Background: an optimization exercise with open tools, aiming at small area, a short achievable clock period and few clock cycles. Do not read the settings as production practice.
Function was not checked in any run shown here: the RTL went through the layout flow alone.
No activity file was given, so power comes from the tool's default toggle rates.

<file path="flow/config.mk">
export PLATFORM = sky130hd
export DESIGN_NAME = ash_rx
export DESIGN_NICKNAME = ash_rx
export VERILOG_FILES = /design/flow/design.v
export SDC_FILE = /design/flow/constraint.sdc
export NUM_CORES = 4
export LEC_CHECK = 0
export CAP_MARGIN = 20
export CORE_MARGIN = 2
export CORE_UTILIZATION = 40
export SETUP_SLACK_MARGIN = 5
export SLEW_MARGIN = 20
</file>
<file path="flow/design.v">
module ash_rx (
    input  wire       clk,
    input  wire       rst,
    input  wire       in_valid,
    input  wire [7:0] in_byte,
    output wire       in_ready,
    output wire       out_valid,
    input  wire       out_ready,
    output wire [4:0] out_tag,
    output wire [7:0] out_data,
    output wire       out_last
);
    localparam integer N    = 128;         
    localparam integer RS   = 16;          
    localparam integer RSB  = 4;           
    localparam integer WS   = 16;          
    localparam integer WSB  = 4;           
    localparam integer NWT  = N / WS;
    localparam integer D    = 16;          
    localparam integer DB   = 4;           
    localparam [7:0] FLAG = 8'h7E, ESC = 8'h7D, XON = 8'h11, XOFF = 8'h13,
                     SUB  = 8'h18, CAN = 8'h1A;
    localparam [3:0] C_GOOD = 4'd0, C_BAD_ESCAPE = 4'd1, C_SHORT = 4'd2,
                     C_CRC = 4'd3, C_UNKNOWN = 4'd4, C_BAD_LENGTH = 4'd5,
                     C_BAD_VERSION = 4'd6, C_CANCEL = 4'd7, C_SUB = 4'd8,
                     C_XON = 4'd9, C_XOFF = 4'd10, C_OVERFLOW = 4'd11,
                     C_GOOD_FULL = 4'd15;
    localparam [4:0] T_BODY = 5'h07;
    function automatic is_reserved(input [7:0] b);
        is_reserved = (b == FLAG) || (b == ESC) || (b == XON) ||
                      (b == XOFF) || (b == SUB) || (b == CAN);
    endfunction
    function automatic [15:0] crc16_byte(input [15:0] c_in, input [7:0] b);
        integer k;
        reg [15:0] c;
        begin
            c = c_in ^ {b, 8'h00};
            for (k = 0; k < 8; k = k + 1)
                c = c[15] ? ((c << 1) ^ 16'h1021) : (c << 1);
            crc16_byte = c;
        end
    endfunction
    function automatic [7:0] lfsr_step(input [7:0] r);
        lfsr_step = (r >> 1) ^ (r[0] ? 8'hB8 : 8'h00);
    endfunction
    function automatic [4:0] hdr_tag(input [7:0] c);
        if (!c[7])                 hdr_tag = 5'h01;
        else if (c[6:5] == 2'b00)  hdr_tag = 5'h02;
        else if (c[6:5] == 2'b01)  hdr_tag = 5'h03;
        else if (c[1:0] == 2'b00)  hdr_tag = 5'h04;
        else if (c[1:0] == 2'b01)  hdr_tag = 5'h05;
        else                       hdr_tag = 5'h06;
    endfunction
    reg [7:0] ring [0:N-1];
    reg        pv, sv;
    reg [7:0]  pb, sb;
    reg        discard;
    reg        in_frame;        
    reg [7:0]  cnt;             
    reg [6:0]  wpos;            
    reg [7:0]  occ;             
    reg        esc_pend, esc_err;
    reg [2:0]  ulen;            
    reg [15:0] crc;
    reg [7:0]  ctl;
    reg        u1ok;            
    reg [3:0]  q_ent [0:D-1];
    reg [DB:0] q_cnt;
    reg [DB-1:0] q_wp, q_rp;
    reg        rbusy;           
    reg        rfull;           
    reg [6:0]  rpos;            
    reg [7:0]  rwalk;           
    reg        resc;
    reg [1:0]  uj;              
    reg [7:0]  d1, d2, d3;      
    reg        hdr;             
    reg        scr;             
    reg [7:0]  lfsr;
    reg        ov;
    reg [4:0]  otag;
    reg [7:0]  odata;
    reg        olast;
    assign in_ready  = !sv;
    assign out_valid = ov;
    assign out_tag   = otag;
    assign out_data  = odata;
    assign out_last  = olast;
    wire       b_flag   = pb == FLAG;
    wire       b_can    = pb == CAN;
    wire       b_sub    = pb == SUB;
    wire       b_xo     = (pb == XON) || (pb == XOFF);
    wire       b_esc    = pb == ESC;
    wire       is_data  = !(b_flag || b_can || b_sub || b_xo);
    wire       full     = cnt[7];
    wire [7:0]  unesc   = pb ^ 8'h20;
    wire        u_valid = !esc_err && (esc_pend ? is_reserved(unesc) : !b_esc);
    wire [7:0]  u_byte  = esc_pend ? unesc : pb;
    reg [3:0] fcode;
    always @* begin
        if (esc_err || esc_pend)          fcode = C_BAD_ESCAPE;
        else if (ulen < 3'd3)             fcode = C_SHORT;
        else if (crc != 16'h0000)         fcode = C_CRC;
        else if (!ctl[7])                 fcode = C_GOOD;
        else if (ctl[6] == 1'b0 || ctl == 8'hC0)
            fcode = (ulen == 3'd3) ? C_GOOD : C_BAD_LENGTH;
        else if (ctl == 8'hC1)
            fcode = (ulen != 3'd5) ? C_BAD_LENGTH :
                    (!u1ok ? C_BAD_VERSION : C_GOOD);
        else if (ctl == 8'hC2)
            fcode = (ulen == 3'd5) ? C_GOOD : C_BAD_LENGTH;
        else                              fcode = C_UNKNOWN;
    end
    wire        f_good  = fcode == C_GOOD;
    wire        aligned  = wpos[WSB-1:0] == 0;
    wire        slot_ok  = aligned && !occ[7];
    wire        q_room   = q_cnt != D;
    wire        need_slot = !discard && ((is_data && !full) ||
                                         (b_flag && in_frame && !full && f_good));
    wire        need_q   = !discard && ((b_flag && in_frame) || b_can || b_sub ||
                                        b_xo || (is_data && full));
    wire        go       = pv && (!need_slot || slot_ok) && (!need_q || q_room);
    wire        live     = go && !discard;
    wire        ev_flag  = live && b_flag && in_frame;
    wire        ev_drop  = live && (b_can || b_sub || (is_data && full) ||
                                    (b_flag && in_frame && !f_good));
    wire        ev_app   = live && is_data && !full;
    wire        wr       = live && need_slot;
    wire        push     = live && need_q;
    wire [3:0]  push_code = b_flag ? (full ? (f_good ? C_GOOD_FULL : fcode) : fcode) :
                            b_can  ? C_CANCEL :
                            b_sub  ? C_SUB :
                            b_xo   ? (pb[1] ? C_XOFF : C_XON) :
                                     C_OVERFLOW;
    wire [NWT-1:0] wtap = {{(NWT-1){1'b0}}, 1'b1} << wpos[6:WSB];
    wire        ofree   = !ov || out_ready;
    wire        qne     = q_cnt != 0;
    wire [3:0]  h_code  = q_ent[q_rp];
    wire        h_good  = (h_code == C_GOOD) || (h_code == C_GOOD_FULL);
    wire        rhit    = rpos[RSB-1:0] == 0;
    wire [7:0]  rbyte   = ring[{rpos[6:RSB], {RSB{1'b0}}}];
    wire        r_vend  = rfull && rwalk[7];            
    wire        r_mark  = rbyte == FLAG;
    wire        rstep   = rbusy && ofree && (r_vend || rhit);
    wire        r_end   = r_vend || r_mark;
    wire        r_escb  = !resc && (rbyte == ESC);
    wire [7:0]  r_u     = resc ? (rbyte ^ 8'h20) : rbyte;
    wire        r_emit  = rstep && (r_end || (!r_escb && (uj == 2'd3)));
    wire        r_adv   = rstep && !r_vend;             
    wire        pop_idle  = !rbusy && qne && ofree;
    wire        pop_chain = rstep && r_end && qne && h_good;
    wire        pop = pop_idle || pop_chain;
    integer i;
    always @(posedge clk) begin
        for (i = 0; i < N; i = i + 1) begin
            if ((i % WS) == WS - 1 && wr && wtap[((i + 1) % N) / WS])
                ring[i] <= pb;
            else
                ring[i] <= ring[(i + 1) % N];
        end
        if (push)
            q_ent[q_wp] <= push_code;
        if (!pv || go)
            pb <= sv ? sb : in_byte;
        if (!sv)
            sb <= in_byte;
    end
    always @(posedge clk) begin
        if (rst) begin
            pv       <= 1'b0;
            sv       <= 1'b0;
            discard  <= 1'b0;
            in_frame <= 1'b0;
            cnt      <= 8'd0;
            wpos     <= 7'd0;
            occ      <= 8'd0;
            esc_pend <= 1'b0;
            esc_err  <= 1'b0;
            ulen     <= 3'd0;
            crc      <= 16'hFFFF;
            ctl      <= 8'd0;
            u1ok     <= 1'b0;
            q_cnt    <= 0;
            q_wp     <= 0;
            q_rp     <= 0;
            rbusy    <= 1'b0;
            rfull    <= 1'b0;
            rpos     <= 7'd0;
            rwalk    <= 8'd0;
            resc     <= 1'b0;
            uj       <= 2'd0;
            d1       <= 8'd0;
            d2       <= 8'd0;
            d3       <= 8'd0;
            hdr      <= 1'b0;
            scr      <= 1'b0;
            lfsr     <= 8'h42;
            ov       <= 1'b0;
            otag     <= 5'd0;
            odata    <= 8'd0;
            olast    <= 1'b0;
        end else begin
            if (!pv || go) begin
                pv <= sv || in_valid;
                sv <= 1'b0;
            end else if (!sv)
                sv <= in_valid;
            if (go && discard) begin
                if (b_flag) discard <= 1'b0;
            end
            if (ev_flag || ev_drop) begin
                in_frame <= 1'b0;
                cnt      <= 8'd0;
                esc_pend <= 1'b0;
                esc_err  <= 1'b0;
                ulen     <= 3'd0;
                crc      <= 16'hFFFF;
                if (ev_drop && !b_flag && !b_can) discard <= 1'b1;
            end else if (ev_app) begin
                in_frame <= 1'b1;
                cnt      <= cnt + 8'd1;
                if (!esc_err) begin
                    if (esc_pend) begin
                        esc_pend <= 1'b0;
                        if (!u_valid) esc_err <= 1'b1;
                    end else if (b_esc)
                        esc_pend <= 1'b1;
                end
                if (u_valid) begin
                    if (ulen == 3'd0) ctl <= u_byte;
                    if (ulen == 3'd1) u1ok <= (u_byte == 8'h02);
                    if (ulen != 3'd6) ulen <= ulen + 3'd1;
                    crc <= crc16_byte(crc, u_byte);
                end
            end
            if (ev_drop)
                wpos <= wpos - cnt[6:0] - 7'd1;
            else if (!wr)
                wpos <= wpos - 7'd1;
            occ <= occ + (wr ? 8'd1 : 8'd0) - (ev_drop ? cnt : 8'd0)
                       - (r_adv ? 8'd1 : 8'd0);
            if (push)
                q_wp <= q_wp + 1'b1;
            if (pop)
                q_rp <= q_rp + 1'b1;
            q_cnt <= q_cnt + (push ? 1'b1 : 1'b0) - (pop ? 1'b1 : 1'b0);
            if (ov && out_ready)
                ov <= 1'b0;
            if (r_emit) begin
                ov    <= 1'b1;
                olast <= r_end;
                if (hdr) begin
                    hdr   <= 1'b0;
                    scr   <= !d3[7];
                    otag  <= hdr_tag(d3);
                    odata <= d3;
                end else begin
                    otag  <= T_BODY;
                    odata <= d3 ^ (scr ? lfsr : 8'h00);
                    lfsr  <= lfsr_step(lfsr);
                end
            end
            if (!r_adv)
                rpos <= rpos - 7'd1;
            if (pop) begin
                rbusy <= h_good;
                rfull <= h_code == C_GOOD_FULL;
                rwalk <= 8'd0;
                resc  <= 1'b0;
                uj    <= 2'd0;
                hdr   <= 1'b1;
                lfsr  <= 8'h42;
                if (!h_good) begin
                    ov    <= 1'b1;
                    otag  <= {1'b0, h_code} + 5'd7;
                    odata <= 8'd0;
                    olast <= 1'b1;
                end
            end else if (rstep) begin
                if (r_end)
                    rbusy <= 1'b0;
                else begin
                    rwalk <= rwalk + 8'd1;
                    if (r_escb)
                        resc <= 1'b1;
                    else begin
                        resc <= 1'b0;
                        d1   <= r_u;
                        d2   <= d1;
                        d3   <= d2;
                        if (uj != 2'd3) uj <= uj + 2'd1;
                    end
                end
            end
        end
    end
endmodule
</file>
<file path="flow/run.sh">
#!/bin/bash
# synth_recipe.tcl (not shown) runs the flow's synth.tcl, then flattens the netlist and writes it again
# the make line also repeats each setting of config.mk as NAME=value (left out here)
make -C /OpenROAD-flow-scripts/flow DESIGN_CONFIG=/design/flow/config.mk WORK_HOME=/design/flow/orfs CLKGATE_MAP_FILE= SYNTH_SCRIPT=/design/flow/synth_recipe.tcl finish
</file>
<file path="flow/constraint.sdc">
create_clock -name core_clock -period 8.0 [get_ports {clk}]
set_input_delay 1.6000 -clock core_clock [delete_from_list [all_inputs] [get_ports {clk}]]
set_output_delay 1.6000 -clock core_clock [all_outputs]
set_load 0.01 [all_outputs]
</file>
==> impl_metrics.json, run 1 <==
{
  "grt_pass1_vias": 15650,
  "synth_nets": 2252,
  "crit_fanout": 3,
  "die_y_um": 289,
  "ir_drop_v": 0.000201,
  "grt_setup_unrepaired": "yes",
  "die_area_um2": 83400,
  "hp-class": "reg2reg",
  "maxSlewViolCount": 0,
  "synth-seq-area-share_pct": 79.2,
  "drc": 0,
  "cts_buffers": 109,
  "io_pins": 28,
  "p_seq_share_pct": 49.6,
  "yosysMostFrequentCell": "dfxtp_1",
  "finalHoldViolCount": 0,
  "fin_total_pwr_mw": 14.3,
  "async_reset_ff_share_pct": 0,
  "synthDistinctLibCells": 81,
  "antenna_found_initial": 2,
  "swShare_pct": 24.7,
  "synth_warnings": 2,
  "synth-xor-area-share_pct": 2.21,
  "relSlewSlack_pct": 28.8,
  "postRouteAntennaNets": 0,
  "synth.area.mux_share_pct": 5.87,
  "netlist.area_leader.share_pct": 72.5,
  "tns_ns": 0,
  "crit_family": "compound AO/OA/AOI/OAI gates",
  "cp-start-kind": "flip-flop",
  "cp.arrival_ns": 4.99,
  "path_buf_inv": 4,
  "yosys.area_share.adder_pct": 2.08,
  "cp_cell_sequence": "nor4_4, o2111a_1, o211ai_1, buf_4, a2111oi_4, nor3b_4, buf_6, and2_4, fa_2, inv_2, fa_1, ha_4, inv_2, fa_2, nor2b_4, o21ai_2, nand2b_1, a21o_1, a21oi_2, xnor2_2, xnor2_1, nor2_1",
  "yosys.area.top_type": "dfxtp_1",
  "combPwrFrac_pct": 13.9,
  "max_freq_mhz": 224,
  "p_clk_share_pct": 36.5,
  "grt_max_degree": 83,
  "grt-ovfl-total": 0,
  "drt_iter0_drc": 678,
  "maxCapViolCount": 0,
  "fp-row-count": 104,
  "hold_buffers": 0,
  "fin_util_pct": 48.5,
  "ys_top_cells_by_area": "dfxtp_1 72%, edfxtp_1 6.7%, mux2_2 2.4%, mux2i_1 1.9%, ha_1 1.8%",
  "fin_area_um2": 39000,
  "clk_latency_ns": 0.67,
  "gp_congestion": 0.801,
  "cts_sinks": 1247,
  "areaGrowthSynthToFinish_pct": 20.2,
  "end_kind": "flip-flop",
  "layout.nets": 2433,
  "synth-compound-area-share_pct": 3.34,
  "start_util_pct": 40.3,
  "final.period_utilization_pct": 55.9,
  "synthTopCellsByCount": "1,175 x dfxtp_1, 136 x nor2_1, 75 x nand2_1, 72 x edfxtp_1, 68 x mux2_2",
  "synth_seq_cells": 1247,
  "syn_area_um2": 32400,
  "wl_per_cell_um": 15.8,
  "intPower_mw": 10.8,
  "core_um2": 80400,
  "cpPeakStageDelay_ns": 0.42,
  "cts_tree": "built",
  "critPathSlowestCell": "fa_1",
  "holdWs_ns": 0.294,
  "fin_skew_ns": 0.0349,
  "worst_pin_slew_ns": 1.06,
  "die_x_um": 289,
  "placed_area_um2": 34000,
  "cts_buffer_depth": 3,
  "setup_violations": 0,
  "numPortBuffers": 27,
  "grt_pass1_wl_mm": 86.2,
  "synth_top_flop_cell": "dfxtp_1",
  "post-route-min-period_ns": 4.47,
  "via_count": 15758,
  "p_per_area_nw_per_um2": 366,
  "synthCells": 2189,
  "h-tree-depth": 3,
  "synth_edf_count": 72,
  "via_per_inst": 4.48,
  "synth_top_family_by_area": "multiplexers",
  "dp_hpwl_mm": 34.1,
  "drt-total-wl_mm": 55.5,
  "cts_root_buf": "clkbuf_16",
  "crit_type": "reg2reg",
  "drive_gt1_share_pct": 20.1,
  "synth-simple-area-share_pct": 5.69,
  "n_fill_cell": 6821,
  "syn_avg_cell_area_um2": 14.8,
  "clk_pin_slew_ns": 0.07,
  "detail_route.first_pass.iterations": 5,
  "worst_ep_required_time_ns": 8.51,
  "power_leakage_nw": 15.3,
  "track_usage_pct": 13.3,
  "switching_power_mw": 3.53,
  "outcome": "no timing/DRC/antenna violations"
}
-- metrics by stage --
step / worst slack, ns / std cells
after floorplan: 3.73 / 2189
after global routing: 3.40 / 3514
after global placement: 3.05 / 3228
final: 3.53 / 3515
after CTS: 3.68 / 3483
after detailed placement: 2.95 / 3228
-- power groups by stage --
stage	sequential (mW)	combinational (mW)	clock [mW]
after floorplan	7.07	1.22	0
after global placement	7.24	1.37	0
after detailed placement	7.27	1.42	0
after CTS	7.08	1.74	5.35
after global routing	7.13	2.17	5.61
final	7.08	1.99	5.21
-- worst paths after layout --
kind,to,startpoint,slack [ns],depth (start not counted)
max,occ[7],ctl[3],3.53,22
min,ring[32][7],ring[33][7],0.29,0
max reg2reg,occ[7],ctl[3],3.53,22
min reg2reg,ring[32][7],ring[33][7],0.29,0
-- registers in the layout, indices dropped and copies added, names as in the netlist, 8 cells and up, named ones only --
signal,flops
q_ent,64
rwalk,8
ring,1024
cnt,8
pb,8
odata,8
ctl,8
sb,8
d2,8
occ,8
d3,8
crc,16
lfsr,8
d1,8
-- layout make-up --
cell class              instances  area, um2  area share [%]
flip-flops and latches       1247      25700            65.9
multi-input cells             819       6980            17.9
clock buffers                 146       3110            7.97
well taps                    1060       1330            3.40
repair buffers                127       1070            2.74
clock inverters                49        558            1.43
inverters                      66        263           0.673
diodes                          1       2.50         0.00641
-- kinds of logic after synthesis --
family                   after synthesis
adder cells (fa/ha/maj)               51
AND/OR/NAND/NOR                      372
AO/OA/AOI/OAI                        158
XOR/XNOR                              82
buffers and inverters                126
flip-flops                          1247
multiplexers                         153
-- layout by cell type, fill, tap and decap left out, types with 6 or more instances in the layout --
| cell | instances |
|---|---|
| clkbuf_1 | 14 |
| dfxtp_4 | 6 |
| dfxtp_1 | 1165 |
| nor2b_1 | 13 |
| edfxtp_1 | 72 |
| nor3_1 | 9 |
| ha_4 | 8 |
| ha_1 | 38 |
| a21oi_1 | 30 |
| and3_1 | 19 |
| clkbuf_16 | 110 |
| xor2_1 | 35 |
| nor2_1 | 130 |
| clkdlybuf4s50_1 | 10 |
| buf_4 | 85 |
| and2_1 | 12 |
| or3_1 | 7 |
| a211oi_2 | 10 |
| mux4_2 | 23 |
| nand4_1 | 14 |
| nand2_1 | 67 |
| o211ai_1 | 14 |
| mux2_2 | 68 |
| dlygate4sd2_1 | 16 |
| nand2b_1 | 12 |
| mux2i_1 | 59 |
| nand3_1 | 12 |
| clkbuf_8 | 22 |
| a21o_1 | 10 |
| xnor2_1 | 43 |
| clkinv_2 | 23 |
| buf_6 | 9 |
| bufinv_16 | 8 |
| inv_1 | 52 |
| o21ai_0 | 21 |
| inv_2 | 8 |
| a211oi_1 | 10 |
-- layer usage --
layer  routed length [um]  up-vias  GRT usage, %
li1                     -     7694             -
met3                 2320      140          2.84
met2                24700      307          20.7
met4                 1950        0          5.57
met1                26500     7617          18.0
met5                    0        -             0
-- repair_timing --
action,4_1_cts,5_1_grt
hold endpoints to repair,0,0
gates cloned,2,4
pin swaps,26,21
buffers inserted,58,27
endpoints found under the setup margin,266,248
resized for setup,100,67
==> inputs of run 2 (changes only) <==
--- a/flow/config.mk
+++ b/flow/config.mk
@@ -5,8 +5,9 @@
 export SDC_FILE = /design/flow/constraint.sdc
 export NUM_CORES = 4
 export LEC_CHECK = 0
+export ABC_CLOCK_PERIOD_IN_PS = 2500
 export CAP_MARGIN = 20
 export CORE_MARGIN = 2
-export CORE_UTILIZATION = 40
+export CORE_UTILIZATION = 65
 export SETUP_SLACK_MARGIN = 5
 export SLEW_MARGIN = 20
==> run 2 against run 1 <==
Final cell count is 11% lower. Cell area down 1.2%. Via count grew 2.2%. Synthesized cell count stayed put. Clock skew decreased by 0.0082 ns. Combinational power barely moved. Maximum frequency up 3.4%. First-iteration DRC count grew 57%. Wire length increased by 9.7%. Sequential share of layout area grew 0.75 points. Synthesized area unchanged. Clock power is essentially flat. Highest routed layer unchanged.
==> impl_metrics.json, run 2 <==
{
  "layout_commonest_cell": "dfxtp_1",
  "die_area_um2": 51700,
  "drt-total-wl_mm": 60.8,
  "end_kind": "flip-flop",
  "syn_avg_cell_area_um2": 14.8,
  "use_met2_pct": 39.1,
  "crit_type": "reg2reg",
  "setup_violations": 0,
  "die_y_um": 227,
  "grt-ovfl-total": 0,
  "met1_usage_pct": 31.9,
  "h-tree-depth": 3,
  "cts_root_buf": "clkbuf_16",
  "reg_top3": "ring x1024, q_ent x64, crc x16",
  "cpPeakStageDelay_ns": 0.44,
  "p_seq_share_pct": 49.4,
  "wl_per_cell_um": 19.5,
  "ys_top_cells_by_area": "dfxtp_1 72%, edfxtp_1 6.7%, mux2_2 2.4%, mux2i_1 1.9%, ha_1 1.8%",
  "relSlewSlack_pct": 48.0,
  "max_freq_mhz": 231,
  "crit_fanout": 4,
  "detail_route.first_pass.iterations": 7,
  "antenna_found_initial": 1,
  "via_count": 16106,
  "hold_buffers": 0,
  "cts_tree": "built",
  "synth_nets": 2252,
  "synth_warnings": 2,
  "p_clk_share_pct": 36.5,
  "cp_cell_sequence": "nor4_4, buf_4, o2111a_1, o211ai_1, buf_4, a2111oi_4, nor3b_2, buf_6, and2_4, fa_2, inv_2, fa_1, ha_4, inv_2, fa_2, nor2b_2, o21ai_1, nand2b_1, a21o_1, a21oi_2, xnor2_2, xnor2_1, nor2_1",
  "power_leakage_nw": 15.3,
  "final.period_utilization_pct": 54.1,
  "fin_util_pct": 78.4,
  "yosysMostFrequentCell": "dfxtp_1",
  "synth_top_flop_cell": "dfxtp_1",
  "synth-seq-area-share_pct": 79.2,
  "path_buf_inv": 5,
  "swShare_pct": 24.9,
  "worst_ep_required_time_ns": 8.50,
  "drc": 0,
  "finalHoldViolCount": 0,
  "cts_sinks": 1247,
  "maxSlewViolCount": 0,
  "synthDistinctLibCells": 81,
  "worst_pin_slew_ns": 0.768,
  "clk_latency_ns": 0.66,
  "regMostFlops": "ring",
  "combPwrFrac_pct": 14.1,
  "crit_family": "adder cells",
  "intPower_mw": 10.8,
  "tns_ns": 0,
  "grtUsageMet3_pct": 4.38,
  "final_cell_mix": "1,167 x dfxtp_1, 133 x nor2_1, 109 x clkbuf_16, 74 x buf_4, 72 x edfxtp_1",
  "numPortBuffers": 27,
  "cts_buffer_depth": 3,
  "gp_congestion": 0.841,
  "top_usage_layer": "met2",
  "synthCells": 2189,
  "switching_power_mw": 3.58,
  "layout.nets": 2427,
  "fin_skew_ns": 0.0268,
  "drt_iter0_drc": 1066,
  "die_x_um": 227,
  "p_per_area_nw_per_um2": 372,
  "async_reset_ff_share_pct": 0,
  "yosys.area.top_type": "dfxtp_1",
  "fp-row-count": 81,
  "post-route-min-period_ns": 4.33,
  "track_usage_pct": 23.8,
  "largest_register_ffs": 1024,
  "hp-class": "reg2reg",
  "grt_max_degree": 84,
  "cts_buffers": 105,
  "grt_setup_unrepaired": "yes",
  "drive_gt1_share_pct": 20.0,
  "synthTopCellsByCount": "1,175 x dfxtp_1, 136 x nor2_1, 75 x nand2_1, 72 x edfxtp_1, 68 x mux2_2",
  "antenna_cells": 0,
  "n_fill_cell": 2651,
  "start_util_pct": 66.0,
  "syn_area_um2": 32400,
  "areaGrowthSynthToFinish_pct": 18.8,
  "critPathSlowestCell": "fa_1",
  "outcome": "no timing/DRC/antenna violations",
  "netlist.area_leader.share_pct": 72.5,
  "maxCapViolCount": 0,
  "ir_drop_v": 0.000306,
  "grt_pass1_vias": 16509,
  "clk_pin_slew_ns": 0.06,
  "cp-start-kind": "flip-flop",
  "postRouteAntennaNets": 0,
  "dp_hpwl_mm": 33.3,
  "core_um2": 49200,
  "synth_edf_count": 72,
  "via_per_inst": 5.17,
  "io_pins": 28,
  "grt_pass1_wl_mm": 92.8,
  "synth_seq_cells": 1247,
  "cp.arrival_ns": 4.83
}
run 2: cell types whose count changed in the layout (fill, tap and decap cells not counted), sizes merged:
| cell | before | now |
|---|---|---|
| clkbuf | 146 | 156 |
| inv | 70 | 68 |
| clkinvlp | 5 | 4 |
| diode | 1 | 0 |
| nand2 | 78 | 77 |
| clkinv | 32 | 28 |
| buf | 101 | 99 |
run 2: cell type report:
class                      instances  area [um2]  area share [%]
clock buffer                     155        3140            8.14
sequential                      1247       25700            66.7
timing repair buffer             126        1130            2.94
tap                              664         831            2.15
clock inverter                    42         524            1.36
inverter                          66         263           0.681
multi-input combinational        818        6970            18.1
run 2: worst reg2reg max path, stage by stage (launching register included):
cell,delay [ns]
dfxtp_2,0.33
nor4_4,0.27
buf_4,0.20
o2111a_1,0.21
o211ai_1,0.10
buf_4,0.17
a2111oi_4,0.31
nor3b_2,0.10
buf_6,0.14
and2_4,0.15
fa_2,0.35
inv_2,0.06
fa_1,0.44
ha_4,0.18
inv_2,0.05
fa_2,0.19
nor2b_2,0.05
o21ai_1,0.12
nand2b_1,0.08
a21o_1,0.16
a21oi_2,0.17
xnor2_2,0.14
xnor2_1,0.15
nor2_1,0.06
run 2: repair_timing:
item                       in CTS  in global routing
pin swaps                      35                 15
hold endpoints to repair        0                  0
setup endpoints to repair     297                280
cloned                          2                  5
buffers inserted               63                 21
resized for setup             111                 60
run 2: power by group through the flow:
stage                     Combinational (mW)  Sequential [mW]  Clock (mW)
after detailed placement                1.42             7.25           0
after floorplan                         1.22             7.07           0
after CTS                               1.81             7.09        5.34
final                                   2.02             7.09        5.23
after global routing                    2.18             7.14        5.56
after global placement                  1.39             7.22           0
run 2: final timing paths:
kind / startpoint / end / slack (ns) / cells after the start
worst max-delay path: ctl[5] / occ[7] / 3.67 / 23
worst min-delay path: ring[2][0] / ring[1][0] / 0.31 / 0
worst max register to register: ctl[5] / occ[7] / 3.67 / 23
worst min register to register: ring[2][0] / ring[1][0] / 0.31 / 0
run 2: kinds of logic after synthesis:
logic type               count (synthesis)  share of synthesized area, %
flip-flops                            1247                          79.2
AND/OR/NAND/NOR                        372                          5.69
AO/OA/AOI/OAI                          158                          3.34
multiplexers                           153                          5.87
buffers and inverters                  126                          1.64
XOR/XNOR                                82                          2.21
adder cells (fa/ha/maj)                 51                          2.08
run 2: per-layer routing:
metal  wire length, um  up-vias
met5                 0        -
met4              1990        0
met3              2610      138
met2             29100      374
met1             27100     7906
li1                  -     7688
run 2: stage by stage:
| step | std cells | setup slack [ns] | hold slack, ns | area [um2] | power, mW |
|---|---|---|---|---|---|
| 6_report | 3118 | 3.67 | 0.310 | 38600 | 14.3 |
| 5_1_grt | 3118 | 3.41 | 0.320 | 38600 | 14.9 |
| 2_1_floorplan | 2189 | 3.73 | 0.310 | 32600 | 8.29 |
| 4_1_cts | 3092 | 3.73 | 0.319 | 38100 | 14.2 |
| 3_5_place_dp | 2830 | 2.96 | 0.312 | 33500 | 8.67 |
| 3_3_place_gp | 2830 | 3.06 | 0.310 | 33500 | 8.62 |

[static timing again, ports no longer ideal]
The results above use ideal ports. As a check the final layouts listed here were re-extracted and re-timed, cells and wires unchanged. Step 1, drivers: a clkbuf_16 drives clk and a buf_2 each remaining input, both assumed. Step 2 also shifts input and output timing later by t, the mid clock arrival at the registers, as if the neighbouring blocks saw the same clock. Three values: ideal ports, drivers, drivers and shift; two values: the first two.
run | t (ns) | slack for setup (ns) | clock arrival spread, ns | slew at the worst register clock pin (ns) | cell pins on the clock port's net
run 1 | 0.716 | 3.527 / 3.527 / 2.912 | 0.036 / 0.036 | 0.07 / 0.07 | 1
run 2 | 0.706 | 3.674 / 3.674 / 3.127 | 0.027 / 0.027 | 0.07 / 0.07 | 1
After both steps setup and hold are still met in every run listed. For run 1, which loses most, drivers alone change the setup slack by 0.000 ns; drivers and shift together by -0.615 ns.
